Context: an optimization exercise on an open-source flow, tuned for a short achievable clock period and few clock cycles per item. The choices shown serve that exercise and are no tape-out recipe.
Where RTL was checked, it was by simulation tests only, not by an equivalence proof against the original.
Only the layout flow was run in runs 2 and 3; the RTL was not checked for function there.
No activity file was given, so power comes from the tool's default toggle rates.

==> flow/design.v, too long to show whole: its modules and the start of the top module <==
// module qse_framer: 1880 lines
module qse_framer (
    input  wire        clk,
    input  wire        rst,            
    input  wire        cmd_valid,
    output wire        cmd_ready,
    input  wire        cmd_load,       
    input  wire [31:0] cmd_seed,
    input  wire        cmd_scr,        
    input  wire [9:0]  cmd_ps_words,   
    input  wire [11:0] cmd_len,        
    input  wire        in_valid,
    output wire        in_ready,
    input  wire [31:0] in_data,
    output wire        out_valid,
    input  wire        out_ready,
    output wire [31:0] out_data,
    output wire        out_last
);
  // ...
==> flow/run.sh <==
#!/bin/bash
# synth_recipe.tcl (not shown) runs the flow's synth.tcl, then flattens the netlist and writes it again
# the make line also repeats each setting of config.mk as NAME=value (left out here)
make -C /OpenROAD-flow-scripts/flow DESIGN_CONFIG=/design/flow/config.mk WORK_HOME=/design/flow/orfs CLKGATE_MAP_FILE= SYNTH_SCRIPT=/design/flow/synth_recipe.tcl finish
==> flow/config.mk <==
export PLATFORM = sky130hd
export DESIGN_NAME = qse_framer
export DESIGN_NICKNAME = qse_framer
export VERILOG_FILES = /design/flow/design.v
export SDC_FILE = /design/flow/constraint.sdc
export NUM_CORES = 4
export LEC_CHECK = 0
export ABC_CLOCK_PERIOD_IN_PS = 2500
export CAP_MARGIN = 20
export CORE_MARGIN = 2
export CORE_UTILIZATION = 55
export PLACE_DENSITY = 0.65
export SETUP_SLACK_MARGIN = 5
export SLEW_MARGIN = 20
==> flow/constraint.sdc <==
create_clock -name core_clock -period 8.0 [get_ports {clk}]
set_input_delay 1.6000 -clock core_clock [delete_from_list [all_inputs] [get_ports {clk}]]
set_output_delay 1.6000 -clock core_clock [all_outputs]
set_load 0.01 [all_outputs]
==> flow_summary_export.csv, run 1 <==
group,metric,value,unit
status,status,"finished clean",
logic_synthesis,synth.largest_area_cell,"edfxtp_1",
place,place_area,82500,µm²
detailed_routing,dr_wl_met3,9200,µm
timing,timing.final.crit_share,37.3,%
logic_synthesis,synth_top_flop_cell,"edfxtp_1",
critical_path,critical_path.startpoint,"R1[7]",
power_and_ir_drop,switching_share,22.5,%
finish,clkbuf_count,260,
floorplanning,placeableCoreArea,142000,µm²
timing,hold_violations,0,
timing,skew,0.0511,ns
detailed_routing,drt_iter0_drc,2675,
power_and_ir_drop,leakage,34.8,nW
finish,largest_reg_flops,256,
timing,hold_ws,0.317,ns
place,dp_hpwl,125000,µm
global_routing,grt_max_degree,65,
finish,diodes,0,
detailed_routing,wl,179000,µm
global_routing,grt_util_all_layers,24.9,%
critical_path,crit_end,"R0[31]",
power_and_ir_drop,seqPwrFrac,49.5,%
detailed_routing,drc_errors,0,
floorplanning,rows,138,
floorplanning,tap_cells,1890,
floorplanning,die_h,382,µm
critical_path,worstPathCellList,"ha_4 > or3_4 > o22a_1 > a221o_2 > a21oi_2 > o211ai_1 > o31ai_2 > o21ai_1 > xnor2_1 > a32o_1",
power_and_ir_drop,fin_total_pwr,0.0195,W
clock_tree,cts_buffers,174,
Testbench counts, summed over its fixed seeds: cycles 21,255, bytes 84,816.
==> run 2: changes to the inputs <==
--- a/flow/design.v
+++ b/flow/design.v
@@ -1570,28 +1570,31 @@
             if (inc && !dec)
                 therm = {t[6:0], 1'b1};
             else if (dec && !inc)
                 therm = {1'b0, t[7:1]};
             else
                 therm = t;
         end
     endfunction
+    reg        r_rst;
+    wire       gate_rst = rst || r_rst;
+    always @(posedge clk) r_rst <= rst;
     reg        cmd_ready_q;
     reg        c_v, c_load, c_scr;
     reg [31:0] c_seed;
     reg [9:0]  c_pw;
     reg [11:0] c_len;
     always @(posedge clk) begin
         c_load <= cmd_load;
         c_scr  <= cmd_scr;
         c_seed <= cmd_seed;
         c_pw   <= cmd_ps_words;
         c_len  <= cmd_len;
-        c_v    <= !rst && cmd_valid && cmd_ready_q;
+        c_v    <= !gate_rst && cmd_valid && cmd_ready_q;
     end
     wire        qi_push = c_v && !c_load;
     wire [27:0] qi_wdat = {c_len > 12'd3, c_len > 12'd2, c_len > 12'd1, c_len != 12'd0,
                            c_pw == 10'd1, c_scr, c_len, c_pw};
     reg  [27:0] qi_mem [0:DCQ-1];
     reg  [1:0]  qi_wp, qi_rp;
     reg  [DCQ-1:0] qi_th;
     wire        qi_pop;
@@ -1607,38 +1610,37 @@
     wire        qk_ne = qk_th[0];
     wire [1:0] qi_n = {1'b0, qi_push} + {1'b0, cmd_ready_q};
     wire [1:0] qk_n = {1'b0, qk_push} + {1'b0, cmd_ready_q};
     wire qi_room = (qi_n == 2'd0) ? !qi_th[DCQ-1] : (qi_n == 2'd1) ? !qi_th[DCQ-2] : !qi_th[DCQ-3];
     wire qk_room = (qk_n == 2'd0) ? !qk_th[DCQ-1] : (qk_n == 2'd1) ? !qk_th[DCQ-2] : !qk_th[DCQ-3];
     always @(posedge clk) begin
         if (qi_push) qi_mem[qi_wp] <= qi_wdat;
         if (qk_push) qk_mem[qk_wp] <= qk_wdat;
-        if (rst) begin
+        cmd_ready_q <= !gate_rst && qi_room && qk_room;
+        if (r_rst) begin
             qi_wp <= 2'd0; qi_rp <= 2'd0; qi_th <= {DCQ{1'b0}};
             qk_wp <= 2'd0; qk_rp <= 2'd0; qk_th <= {DCQ{1'b0}};
-            cmd_ready_q <= 1'b0;
         end else begin
             qi_wp <= qi_wp + {1'b0, qi_push};
             qi_rp <= qi_rp + {1'b0, qi_pop};
             qi_th <= therm({{(8-DCQ){1'b0}}, qi_th}, qi_push, qi_pop);
             qk_wp <= qk_wp + {1'b0, qk_push};
             qk_rp <= qk_rp + {1'b0, qk_pop};
             qk_th <= therm({{(8-DCQ){1'b0}}, qk_th}, qk_push, qk_pop);
-            cmd_ready_q <= qi_room && qk_room;
         end
     end
     assign cmd_ready = cmd_ready_q;
     reg        in_ready_q;
     reg        i_v;
     reg [31:0] i_d;
     reg [31:0] if_mem [0:DIF-1];
     reg [1:0]  if_wp, if_rp;
     reg [DIF-1:0] if_th;
-    reg [10:0] add_w;            
+    reg [13:0] add_a, add_b;     
     reg [2:0]  add_ge;           
     reg [13:0] owed;             
     wire       if_pop;
     wire [31:0] if_head = if_mem[if_rp];
     wire       if_ne = if_th[0];
     wire [10:0] c_words = c_len[11:2] + {10'd0, c_len[1:0] != 2'd0};
     wire        ow_ge3 = (owed[13:2] != 12'd0) || (owed[1:0] == 2'd3);
     wire        ow_eq2 = (owed == 14'd2);
@@ -1648,29 +1650,30 @@
                         (ow_eq2 && (ow_need != 2'd2 || add_ge[0])) ||
                         (ow_eq1 && (ow_need == 2'd0 || (ow_need == 2'd1 ? add_ge[0] : add_ge[1]))) ||
                         (ow_need == 2'd0 ? add_ge[0] : ow_need == 2'd1 ? add_ge[1] : add_ge[2]) &&
                         !ow_ge3 && !ow_eq2 && !ow_eq1;
     wire [1:0]  if_n = {1'b0, i_v} + {1'b0, in_ready_q};
     wire        if_room = (if_n == 2'd0) ? !if_th[DIF-1] : (if_n == 2'd1) ? !if_th[DIF-2] : !if_th[DIF-3];
     always @(posedge clk) begin
         i_d <= in_data;
-        i_v <= !rst && in_valid && in_ready_q;
+        i_v <= !gate_rst && in_valid && in_ready_q;
         if (i_v) if_mem[if_wp] <= i_d;
-        if (rst) begin
+        in_ready_q <= !gate_rst && ow_ok && if_room;
+        if (r_rst) begin
             if_wp <= 2'd0; if_rp <= 2'd0; if_th <= {DIF{1'b0}};
-            add_w <= 11'd0; add_ge <= 3'd0; owed <= 14'd0; in_ready_q <= 1'b0;
+            add_a <= 14'd0; add_b <= 14'h3FFF; add_ge <= 3'd0; owed <= 14'd0;
         end else begin
             if_wp  <= if_wp + {1'b0, i_v};
             if_rp  <= if_rp + {1'b0, if_pop};
             if_th  <= therm({{(8-DIF){1'b0}}, if_th}, i_v, if_pop);
-            add_w  <= qi_push ? c_words : 11'd0;
+            add_a  <= qi_push ? {3'd0, c_words} : 14'd0;
+            add_b  <= qi_push ? {3'd0, c_words} - 14'd1 : 14'h3FFF;
             add_ge <= qi_push ? {c_len > 12'd8, c_len > 12'd4, c_len != 12'd0} : 3'd0;
-            owed   <= owed + {3'd0, add_w} - {13'd0, i_v};
-            in_ready_q <= ow_ok && if_room;
+            owed   <= owed + (i_v ? add_b : add_a);
         end
     end
     assign in_ready = in_ready_q;
     reg [31:0] R0;               
     reg [63:0] R1;               
     reg [31:0] SD;               
     reg [95:0] P1;               
     reg [63:0] P2;               
@@ -1684,29 +1687,32 @@
     wire ld_ok   = ld_sr[2];
     wire adv     = wl_nz && kf_room && ld_ok;
     wire k_need  = !wl_nz || (adv && wl_one);
     assign qk_pop = k_need && qk_ne;
     wire k_load  = qk_pop && qk_head[32];
     wire k_frame = qk_pop && !qk_head[32];
     wire [31:0] ring_t = R1[31:0] + R1[63:32];
     wire [31:0] r0_alt = k_load ? qk_head[31:0] : I1;
+    wire        r0_alt_en  = k_load || (adv && inj);
+    wire        r0_ring_en = !k_load && adv && !inj;
+    wire        r0_hold    = !k_load && !adv;
     wire        kf_pop;
     always @(posedge clk) begin
         P1 <= m4_s0(SD);
         P2 <= m4_s1(P1);
         I1 <= P2[31:0] + P2[63:32];
-        if (adv) R1 <= mr_s0(R0);
-        if (rst) begin
-            R0 <= 32'd0; SD <= 32'd0; inj <= 1'b1; ld_sr <= 3'd0;
+        R1 <= (mr_s0(R0) & {64{adv}}) | (R1 & {64{!adv}});
+        R0 <= r_rst ? 32'd0 :
+              (r0_alt & {32{r0_alt_en}}) | (ring_t & {32{r0_ring_en}}) | (R0 & {32{r0_hold}});
+        if (r_rst) begin
+            SD <= 32'd0; inj <= 1'b1; ld_sr <= 3'd0;
             wl <= 10'd0; wl_nz <= 1'b0; wl_one <= 1'b0;
             ka_th <= {DKF{1'b0}}; kf_room <= 1'b1;
         end else begin
-            if (k_load || adv)
-                R0 <= (k_load || inj) ? r0_alt : ring_t;
             if (k_load) begin
                 SD <= qk_head[31:0];
                 inj <= 1'b1;
                 ld_sr <= 3'd0;
             end else begin
                 ld_sr <= {ld_sr[1:0], 1'b1};
                 if (adv) inj <= 1'b0;
             end
@@ -1730,19 +1736,19 @@
     reg [16:0] fb_1, fb_2, fb_3;
     wire [63:0] kr1 = k1_s1(fa_1);
     wire [63:0] kr2 = k2_s1(fa_2);
     wire [63:0] kr3 = k3_s1(fa_3);
     wire [24:0] kl1 = {1'b0, kr1[23:0]} + {1'b0, kr1[55:32]};
     wire [24:0] kl2 = {1'b0, kr2[23:0]} + {1'b0, kr2[55:32]};
     wire [24:0] kl3 = {1'b0, kr3[23:0]} + {1'b0, kr3[55:32]};
     always @(posedge clk) begin
-        fe_v <= !rst && adv;
-        fa_v <= !rst && fe_v;
-        fb_v <= !rst && fa_v;
+        fe_v <= !r_rst && adv;
+        fa_v <= !r_rst && fe_v;
+        fb_v <= !r_rst && fa_v;
         fe   <= R0;
         fa_t <= fe[31:24];
         fa_1 <= k1_s0(fe);
         fa_2 <= k2_s0(fe);
         fa_3 <= k3_s0(fe);
         fb_t <= fa_t;
         fb_1 <= {kl1[24], kr1[63:56], kr1[31:24]};
         fb_2 <= {kl2[24], kr2[63:56], kr2[31:24]};
@@ -1754,17 +1760,17 @@
     wire [31:0] kf_wdat = {kb3, kb2, kb1, fb_t};
     reg [31:0] kf_mem [0:DKF-1];
     reg [2:0]  kf_wp, kf_rp;
     reg [DKF-1:0] kf_th;
     wire [31:0] kf_head = kf_mem[kf_rp];
     wire        kf_ne = kf_th[0];
     always @(posedge clk) begin
         if (fb_v) kf_mem[kf_wp] <= kf_wdat;
-        if (rst) begin
+        if (r_rst) begin
             kf_wp <= 3'd0; kf_rp <= 3'd0; kf_th <= {DKF{1'b0}};
         end else begin
             kf_wp <= kf_wp + {2'd0, fb_v};
             kf_rp <= kf_rp + {2'd0, kf_pop};
             kf_th <= therm(kf_th, fb_v, kf_pop);
         end
     end
     reg        cur_v, cur_scr;
@@ -1780,75 +1786,58 @@
     wire need_key = st_pay && cur_scr;
     wire go       = cur_v && cr_th[0] && (!need_in || if_ne) && (!need_key || kf_ne);
     wire fin      = go && st_crc;
     assign qi_pop = (!cur_v || fin) && qi_ne;
     assign if_pop = go && need_in;
     assign kf_pop = go && need_key;
     wire o_pop    = o_v && out_ready;
     wire [11:0] blft_n = (blft > 12'd4) ? blft - 12'd4 : 12'd0;
+    wire ld   = qi_pop;
+    wire sp   = go && st_pay;
+    wire spre = go && st_pre;
+    wire hold_p = !ld && !sp;            
+    wire hold_c = !ld && !go;            
+    wire pre_end = spre && (pidx == 2'd3);
+    wire pay_end = sp && pay_last;
+    wire [11:0] lv_n = {blft > 12'd7, blft > 12'd6, blft > 12'd5, blft > 12'd4};
     always @(posedge clk) begin
-        if (rst) begin
+        cur_scr  <= (qi_head[22] & ld) | (cur_scr & !ld);
+        pay_left <= (qi_head[9:0] & {10{ld}}) | ((pay_left - 10'd1) & {10{sp}}) | (pay_left & {10{hold_p}});
+        pay_last <= (qi_head[23] & ld) | ((pay_left == 10'd2) & sp) | (pay_last & hold_p);
+        blft     <= (qi_head[21:10] & {12{ld}}) | (blft_n & {12{sp}}) | (blft & {12{hold_p}});
+        lv       <= (qi_head[27:24] & {4{ld}}) | (lv_n[3:0] & {4{sp}}) | (lv & {4{hold_p}});
+        pidx     <= ((pidx + 2'd1) & {2{spre}}) | (pidx & {2{hold_c}});
+        if (r_rst) begin
             cur_v <= 1'b0; st_pre <= 1'b0; st_pay <= 1'b0; st_crc <= 1'b0;
             cr_th <= {NOF{1'b1}};
         end else begin
-            if (qi_pop) begin
-                cur_v    <= 1'b1;
-                cur_scr  <= qi_head[22];
-                st_pre   <= 1'b1;
-                st_pay   <= 1'b0;
-                st_crc   <= 1'b0;
-                pidx     <= 2'd0;
-                pay_left <= qi_head[9:0];
-                pay_last <= qi_head[23];
-                blft     <= qi_head[21:10];
-                lv       <= qi_head[27:24];
-            end else if (fin) begin
-                cur_v  <= 1'b0;
-                st_crc <= 1'b0;
-            end else if (go) begin
-                if (st_pre) begin
-                    pidx <= pidx + 2'd1;
-                    if (pidx == 2'd3) begin
-                        st_pre <= 1'b0;
-                        st_pay <= 1'b1;
-                    end
-                end
-                if (st_pay) begin
-                    pay_left <= pay_left - 10'd1;
-                    pay_last <= pay_left == 10'd2;
-                    blft     <= blft_n;
-                    lv       <= {blft > 12'd7, blft > 12'd6, blft > 12'd5, blft > 12'd4};
-                    if (pay_last) begin
-                        st_pay <= 1'b0;
-                        st_crc <= 1'b1;
-                    end
-                end
-            end
-            cr_th <= therm({{(8-NOF){1'b0}}, cr_th}, o_pop, go);
+            cur_v  <= ld || (cur_v && !fin);
+            st_pre <= ld || (st_pre && !pre_end);
+            st_pay <= !ld && (pre_end || (st_pay && !pay_end));
+            st_crc <= !ld && (pay_end || (st_crc && !fin));
+            cr_th  <= therm({{(8-NOF){1'b0}}, cr_th}, o_pop, go);
         end
     end
     reg        s1_v, s1_pre, s1_pay, s1_crc;
     reg [31:0] s1_d;
     wire [7:0]  pre_byte = pidx[1] ? (pidx[0] ? 8'hCC : 8'h99) : 8'h00;
     wire [31:0] raw_word = {lv[3] ? if_head[31:24] : 8'hFF, lv[2] ? if_head[23:16] : 8'hFF,
                             lv[1] ? if_head[15:8]  : 8'hFF, lv[0] ? if_head[7:0]   : 8'hFF};
     always @(posedge clk) begin
-        s1_v   <= !rst && go;
+        s1_v   <= !r_rst && go;
         s1_pre <= st_pre;
         s1_pay <= st_pay;
         s1_crc <= st_crc;
         s1_d   <= st_pre ? {4{pre_byte}} : (raw_word ^ (cur_scr ? kf_head : 32'd0));
     end
     reg [31:0] crc;
     always @(posedge clk) begin
-        if (s1_v && s1_pay)
-            crc <= crc_m32(crc ^ s1_d);
-        else if (s1_v && s1_pre)
-            crc <= 32'hFFFFFFFF;
+        crc <= (crc_m32(crc ^ s1_d) & {32{s1_v && s1_pay}}) | {32{s1_v && s1_pre}} |
+               (crc & {32{!s1_v || s1_crc}});
     end
     wire [31:0] crc_word = ~{crc[7:0], crc[15:8], crc[23:16], crc[31:24]};
     wire [32:0] of_wdat  = s1_crc ? {1'b1, crc_word} : {1'b0, s1_d};
     reg [32:0] of_mem [0:NOF-1];
     reg [1:0]  of_wp, of_hp, of_sp;      
     reg [NOF-1:0] of_th;                 
     reg [31:0] o_data;
     reg        o_last;
@@ -1856,25 +1845,24 @@
     wire        o_take  = !o_v || out_ready;
     wire        of_ld   = o_take && of_ne;
     wire [32:0] of_next = of_mem[of_hp];
     wire [32:0] of_show = of_mem[of_sp];
     always @(posedge clk) begin
         if (s1_v) of_mem[of_wp] <= of_wdat;
         o_data <= o_take ? of_next[31:0] : of_show[31:0];
         o_last <= o_take ? of_next[32]   : of_show[32];
-        if (rst) begin
+        o_v <= !gate_rst && (of_ne || (o_v && !out_ready));
+        if (r_rst) begin
             of_wp <= 2'd0; of_hp <= 2'd0; of_sp <= 2'd3; of_th <= {NOF{1'b0}};
-            o_v <= 1'b0;
         end else begin
             of_wp <= of_wp + {1'b0, s1_v};
             if (of_ld) begin
                 of_hp <= of_hp + 2'd1;
                 of_sp <= of_hp;
             end
             of_th <= therm({{(8-NOF){1'b0}}, of_th}, s1_v, of_ld);
-            o_v   <= of_ne || (o_v && !out_ready);
         end
     end
     assign out_valid = o_v;
     assign out_data  = o_data;
     assign out_last  = o_last;
 endmodule
==> run 2 against run 1 <==
- register-to-register slack about the same
- flip-flop and latch count is 19 higher
- sequential power down 3.2%
- combinational power decreased by 79%
- via count is 3.6% higher
- clock skew decreased by 0.0049 ns
- worst setup slack better by 0.011 ns
- die area grew 0.99%
==> flow_summary_export.csv, run 2 <==
group,metric,value,unit
status,status,"finished clean",
logic_synthesis,post-synth-top-area-fraction,31.0,%
floorplanning,die_w,384,µm
worst_hold_path,whs_path_depth,0,
timing,timing.final.crit_share,37.2,%
logic_synthesis,yosysMostFrequentCell,"dfxtp_1",
power_and_ir_drop,power.density,199,nW/µm²
place,dp_hpwl,129000,µm
timing,max_slew.worst_pin.slew,1.08,ns
logic_synthesis,ys_async_sr_fraction,0,%
timing,max_freq,336,MHz
logic_synthesis,synth.ff_latch_count,1731,
logic_synthesis,synth_nets,6698,
detailed_routing,drt_iter0_drc,3119,
critical_path,endpoint_kind,"flop",
finish,layout_commonest_cell,"dfxtp_1",
clock_tree,htreeDepth,4,
critical_path,reg2reg_to,"fa_2[63]",
timing,setup_viol,0,
clock_tree,cts.sinks,1731,
timing,rsz0062_at_grt,"yes",
place,gp_congestion,0.943,
logic_synthesis,yosysUniqueCellTypes,85,
finish,syn2layout_area_growth,13.8,%
finish,largest_reg_flops,256,
finish,regMostFlops,"kf_mem",
logic_synthesis,synth.cell_area,79400,µm²
finish,design_area,90300,µm²
worst_hold_path,hp-class,"flop to flop",
run,cap_violations,0,
logic_synthesis,synth_edf_count,819,
place,dp.cells,7664,
clock_tree,cts_tree,"built",
floorplanning,rows,139,
logic_synthesis,synth_area_leaders,"edfxtp_1 31%, dfxtp_1 23%, fa_1 13%",
timing,slew_headroom,28.1,%
worst_hold_path,hold_path_end,"fb_t[4]",
floorplanning,io_pins,129,
logic_synthesis,synthTopCellsByCount,"912 x dfxtp_1, 819 x edfxtp_1, 713 x inv_1",
critical_path,startpoint_type,"flop",
clock_tree,clk_latency,0.80,ns
power_and_ir_drop,leakage,35.1,nW
global_routing,antenna_found_initial,8,
timing,slew_viol_final,0,
critical_path,crit_type,"flop to flop",
finish,layout_common_cells,"864 x dfxtp_1, 819 x edfxtp_1, 690 x inv_1",
critical_path,reg2reg_slack,5.02,ns
critical_path,arrival,3.70,ns
global_routing,grt_max_degree,82,
global_routing,grt_pass1_vias,45728,
logic_synthesis,synth_top_flop_cell,"dfxtp_1",
timing,skew,0.0462,ns
worst_hold_path,min-delay-start,"fa_t[4]",
clock_tree,ctsHoldBuffers,0,
power_and_ir_drop,peakVddDrop,0.203,mV
timing,final.setup.tns,0,ns
finish,top_regs,"kf_mem (256), of_mem (132), qk_mem (132)",
finish,fin_cells,8118,
clock_tree,cts_buffers,176,
critical_path,crit_fanout,7,
power_and_ir_drop,fin_total_pwr,0.0179,W
place,place_area,83200,µm²
finish,layout-drive-gt1-share,15.6,%
detailed_routing,wl,186000,µm
place,io_buffers,128,
logic_synthesis,synthesis.instances,5733,
logic_synthesis,synth.avg_cell_area,13.8,µm²
critical_path,reg2reg_depth,9,
global_routing,grt_util_all_layers,25.6,%
timing,hold_violations,0,
clock_tree,clk_pin_slew,0.07,ns
detailed_routing,via_count,44236,
clock_tree,clock_path_buffers,3,
detailed_routing,wl_per_cell,22.9,µm
critical_path,cp.required,8.73,ns
detailed_routing,drt-pass1-iter-count,7,
critical_path,reg2reg_from,"fe[17]",
detailed_routing,via_per_inst,5.45,
global_routing,grt_pass1_wl,281000,µm
clock_tree,clockRootBuffer,"clkbuf_16",
floorplanning,die_h,384,µm
detailed_routing,ant_nets,0,
global_routing,gr-total-overflow,0,
floorplanning,die_area,147000,µm²
finish,num-nets-final,7018,
floorplanning,initial_core_util,55.3,%
logic_synthesis,synth_seq_area_share,54.0,%
logic_synthesis,yosys_warnings,1,
logic_synthesis,synth.largest_area_cell,"edfxtp_1",
floorplanning,placeableCoreArea,143000,µm²
detailed_routing,drc_errors,0,
timing,min_period,2.98,ns
## run 2: cell count changes in the layout (fill, tap and decap cells not counted), sizes merged, moves of 26 or more
cell	before	now
dfxtp	832	912
edfxtp	880	819
a21oi	199	259
inv	761	704
nor2	214	265
o21ai	103	143
nand3	19	46
mux2i	64	38
## run 2: worst max path at each step
stage,end,startpoint,slack [ns],depth (start not counted)
2_1_floorplan,fa_1[55],fe[11],4.98,8
3_3_place_gp,of_th[1],out_ready,3.81,7
3_5_place_dp,of_th[0],out_ready,3.82,6
5_1_grt,fa_2[63],fe[17],4.96,9
4_1_cts,fa_2[63],fe[8],4.90,8
6_report,fa_2[63],fe[17],5.02,9
## run 2: per-layer routing
layer | up-vias | global-route usage (%) | routed length (µm)
met4 | 4 | 8.15 | 5830
met1 | 22479 | 35.3 | 80700
met3 | 318 | 3.90 | 9910
met2 | 1243 | 42.0 | 89800
met5 | - | 0 | 26
li1 | 20192 | - | -
## run 2: final cells by class
type / instances / area, µm²
Clock buffer: 265 / 5150
Multi-Input combinational cell: 3122 / 33600
Clock inverter: 66 / 791
Fill cell: 10807 / 53200
Sequential cell: 1731 / 43000
Inverter: 715 / 2760
Antenna cell: 9 / 22.5
Timing Repair Buffer: 307 / 2680
Tap cell: 1903 / 2380
## run 2: timing repair
item	CTS	global route
cloned	0	2
buffers inserted	65	45
endpoints found under the setup margin	180	96
pin swaps	3	12
resized for setup	176	55
## run 2: metrics by stage
| stage | hold WS [ns] | setup WS, ns | utilization (%) |
|---|---|---|---|
| after floorplan | 0.310 | 4.98 | - |
| after global placement | 0.313 | 3.81 | 57.9 |
| after detailed placement | 0.312 | 3.82 | 58.0 |
| after CTS | 0.300 | 4.90 | 62.5 |
| after global routing | 0.308 | 4.96 | 62.9 |
| final | 0.302 | 5.02 | 62.9 |
## run 2: worst max-delay path, stage by stage, from the launching register on
cell,delay [ns]
dfxtp_4,0.46
clkinvlp_4,0.23
buf_4,0.24
fa_1,0.55
inv_1,0.06
fa_1,0.47
fa_1,0.39
xnor2_1,0.19
xnor2_1,0.17
xnor2_1,0.14
## run 2: report_power, final
group | total, W | switching (W) | leakage, nW | internal, W
Clock | 0.00829 | 0.00345 | 2.90 | 0.00484
Combinational | 0.000326 | 0.000159 | 17.3 | 0.000168
Sequential | 0.00933 | 0.0000464 | 14.9 | 0.00928
Total | 0.0179 | 0.00366 | 35.1 | 0.0143
## run 2: cells by family after synthesis
family,count (synthesis),synth area share (%)
flops,1731,54.0
fa+ha+maj,872,18.7
compound gates,640,4.94
mux,348,8.04
simple gates,786,4.54
xor+xnor,474,5.61
buf+inv,882,4.21
==> run 3: changes to the inputs <==
--- a/flow/config.mk
+++ b/flow/config.mk
@@ -10,4 +10,6 @@
 export CORE_MARGIN = 2
-export CORE_UTILIZATION = 55
-export PLACE_DENSITY = 0.65
+export CORE_UTILIZATION = 70
+export CTS_CLUSTER_DIAMETER = 120
+export CTS_CLUSTER_SIZE = 30
+export PLACE_DENSITY = 0.8
 export SETUP_SLACK_MARGIN = 5
==> run 3 against run 2 <==
- global-route usage up 6.3 points
- synthesized cell count unchanged
- maximum frequency decreased by 2.3%
- clock-buffer cell count is 154 lower
- cell count decreased by 7.8%
- final area shrank 5.1%
- worst setup slack got worse by 0.071 ns
- critical path depth is 1 lower
- worst hold slack better by 0.019 ns
- wire length decreased by 2.4%
- die area decreased by 21%
- first-iteration DRC count is 28% higher
- critical endpoint is now fa_1[60]
- largest power group unchanged
==> flow_summary_export.csv, run 3 <==
group,metric,value,unit
global_routing,grt_pass1_vias,46078,
logic_synthesis,synthesis.instances,5733,
detailed_routing,via_count,44768,
critical_path,cp_num_buf_inv,4,
status,status,"finished clean",
detailed_routing,wl_per_cell,24.3,µm
timing,max_freq,328,MHz
floorplanning,die_h,341,µm
clock_tree,cts_tree,"built",
finish,layout-drive-gt1-share,12.2,%
clock_tree,cts_buffers,68,
detailed_routing,via_per_inst,5.98,
clock_tree,ctsHoldBuffers,0,
logic_synthesis,yosys_warnings,1,
critical_path,arrival,3.63,ns
logic_synthesis,synth.largest_area_cell,"edfxtp_1",
floorplanning,io_pins,129,
finish,top_regs,"kf_mem (256), of_mem (132), qk_mem (132)",
timing,max_slew.worst_pin.slew,1.09,ns
finish,num-nets-final,6895,
critical_path,endpoint_kind,"flop",
floorplanning,placeableCoreArea,112000,µm²
floorplanning,die_w,341,µm
clock_tree,clockRootBuffer,"clkbuf_16",
logic_synthesis,synth.ff_latch_count,1731,
finish,syn2layout_area_growth,8.04,%
logic_synthesis,yosysMostFrequentCell,"dfxtp_1",
detailed_routing,ant_nets,0,
place,io_buffers,128,
floorplanning,rows,123,
timing,slew_headroom,27.0,%
floorplanning,initial_core_util,70.5,%
critical_path,worstPathCellList,"clkinvlp_4 > buf_4 > fa_1 > fa_1 > inv_1 > fa_1 > inv_1 > fa_1",
critical_path,crit_type,"flop to flop",
critical_path,startpoint_type,"flop",
logic_synthesis,synth_top_flop_cell,"dfxtp_1",
finish,largest_reg_flops,256,
timing,setup_viol,0,
clock_tree,clk_pin_slew,0.12,ns
power_and_ir_drop,peakVddDrop,0.176,mV
floorplanning,die_area,116000,µm²
global_routing,grt_max_degree,80,
logic_synthesis,synth_nets,6698,
clock_tree,htreeDepth,3,
power_and_ir_drop,leakage,33.1,nW
timing,min_period,3.05,ns
clock_tree,clk_latency,0.71,ns
critical_path,crit_top_cell,"fa_1",
logic_synthesis,synthTopCellsByCount,"912 x dfxtp_1, 819 x edfxtp_1, 713 x inv_1",
finish,fillers,6781,
logic_synthesis,ys_async_sr_fraction,0,%
finish,layout_commonest_cell,"dfxtp_1",
timing,hold_violations,0,
timing,skew,0.0318,ns
worst_hold_path,whs_path_depth,0,
detailed_routing,drt_iter0_drc,3999,
logic_synthesis,yosysUniqueCellTypes,85,
logic_synthesis,post-synth-top-area-fraction,31.0,%
clock_tree,clock_path_buffers,3,
timing,timing.final.crit_share,38.1,%
logic_synthesis,synth_seq_area_share,54.0,%
critical_path,critical-path-top-delay-family,"adder cells",
timing,final.setup.tns,0,ns
place,gp_congestion,0.981,
detailed_routing,drt-pass1-iter-count,6,
run,cap_violations,0,
critical_path,cp.depth,8,
place,dp_hpwl,127000,µm
detailed_routing,wl,182000,µm
global_routing,grt_util_all_layers,31.9,%
power_and_ir_drop,power.density,163,nW/µm²
critical_path,slowest_stage,"fa_1",
critical_path,reg2reg_depth,8,
logic_synthesis,synth.cell_area,79400,µm²
global_routing,gr-total-overflow,0,
detailed_routing,drc_errors,0,
worst_hold_path,hp-class,"flop to flop",
logic_synthesis,synth.avg_cell_area,13.8,µm²
critical_path,cp.required,8.59,ns
timing,hold_ws,0.321,ns
logic_synthesis,synth_edf_count,819,
global_routing,grt_pass1_wl,277000,µm
critical_path,critPathMaxStageDelay,0.57,ns
logic_synthesis,synth_area_leaders,"edfxtp_1 31%, dfxtp_1 23%, fa_1 13%",
timing,slew_viol_final,0,
finish,regMostFlops,"kf_mem",
global_routing,antenna_found_initial,7,
finish,layout_common_cells,"871 x dfxtp_1, 819 x edfxtp_1, 689 x inv_1",
clock_tree,cts.sinks,1731,
critical_path,crit_fanout,7,
timing,rsz0062_at_grt,"yes",
[run 3: worst paths after layout]
kind                start       end  slack, ns
setup / recovery   fe[17]  fa_1[60]       4.95
hold / removal    fa_t[2]   fb_t[2]       0.32
setup reg to reg   fe[17]  fa_1[60]       4.95
hold reg to reg   fa_t[2]   fb_t[2]       0.32
[run 3: layout make-up]
type	instances	area [µm²]	area share [%]
tap	1500	1880	2.19
sequential	1731	43000	50.1
multi-input combinational	3121	33500	39.1
clock inverter	10	151	0.177
timing repair buffer	293	2560	2.99
clock buffer	111	1870	2.18
inverter	715	2760	3.22
antenna	7	17.5	0.0204
[run 3: logic make-up after synthesis]
family / synth area share, %
AOI/OAI and AO/OA: 4.94
xor gates and xnor gates: 5.61
adders and majority gates: 18.7
buffers and inverters: 4.21
DFF: 54.0
muxes: 8.04
and+or+nand+nor: 4.54
[run 3: timing repair]
item / in CTS / in global routing
resized for setup: 97 / 53
cloned: 1 / 0
setup endpoints to repair: 172 / 80
buffers inserted: 80 / 24
hold endpoints to repair: 0 / 0
pin swaps: 5 / 9
[run 3: per-stage QoR]
| step | setup slack [ns] | total power [W] | instances | area (µm²) | util, % |
|---|---|---|---|---|---|
| 3_5_place_dp | 4.21 | 0.00986 | 7255 | 82600 | 73.4 |
| 4_1_cts | 5.00 | 0.0141 | 7457 | 85400 | 75.9 |
| 2_1_floorplan | 4.98 | 0.00971 | 5733 | 79500 | - |
| 3_3_place_gp | 4.25 | 0.00985 | 7254 | 82600 | 73.4 |
| 5_1_grt | 4.84 | 0.0144 | 7487 | 85700 | 76.2 |
| 6_report | 4.95 | 0.0140 | 7488 | 85700 | 76.2 |
[run 3: metal layers]
layer  global-route usage (%)  share of wire, %  wire, µm
met1                     43.9                40     71900
met2                     52.1                49     88600
met3                     4.42               7.1     13000
met4                     13.0               4.6      8380
met5                        0                 0         0
[run 3: power by group]
part / leakage, nW / internal [W] / switching [W] / total (W)
logic: 17.2 / 0.000167 / 0.000157 / 0.000324
registers: 14.9 / 0.00927 / 0.0000482 / 0.00932
clock network: 0.965 / 0.00168 / 0.00268 / 0.00436

[port drivers added, routing unchanged]
The flow's constraints put no driver on any port. The routed layouts listed below were extracted and timed again, unchanged, in two steps.
Step 1, drivers: a clkbuf_16 drives clk and a buf_2 each remaining input, both assumed.
Step 2 moves the port delays by t, midway between the first and last clock arrival at a register: inputs arrive t later, outputs are due t later. That takes back most of the time a late clock gives input paths.
Slacks: ideal / step 1 / step 2; pairs: ideal / step 1.
| run | t (ns) | setup WS [ns] | hold WS [ns] | worst setup path at the end | slew at the worst register clock pin (ns) |
|---|---|---|---|---|---|
| run 1 | 0.854 | 5.014 / 4.988 / 4.288 | 0.317 / 0.317 / 0.317 | input to register | 0.07 / 0.07 |
| run 2 | 0.866 | 5.024 / 4.968 / 4.419 | 0.302 / 0.302 / 0.302 | input to register | 0.07 / 0.07 |
| run 3 | 0.774 | 4.953 / 4.953 / 4.430 | 0.321 / 0.321 / 0.321 | input to register | 0.13 / 0.13 |
After both steps every run listed still meets setup and hold. The setup slack of run 1, which loses most, moves by -0.026 ns with the drivers and by -0.726 ns with both steps.
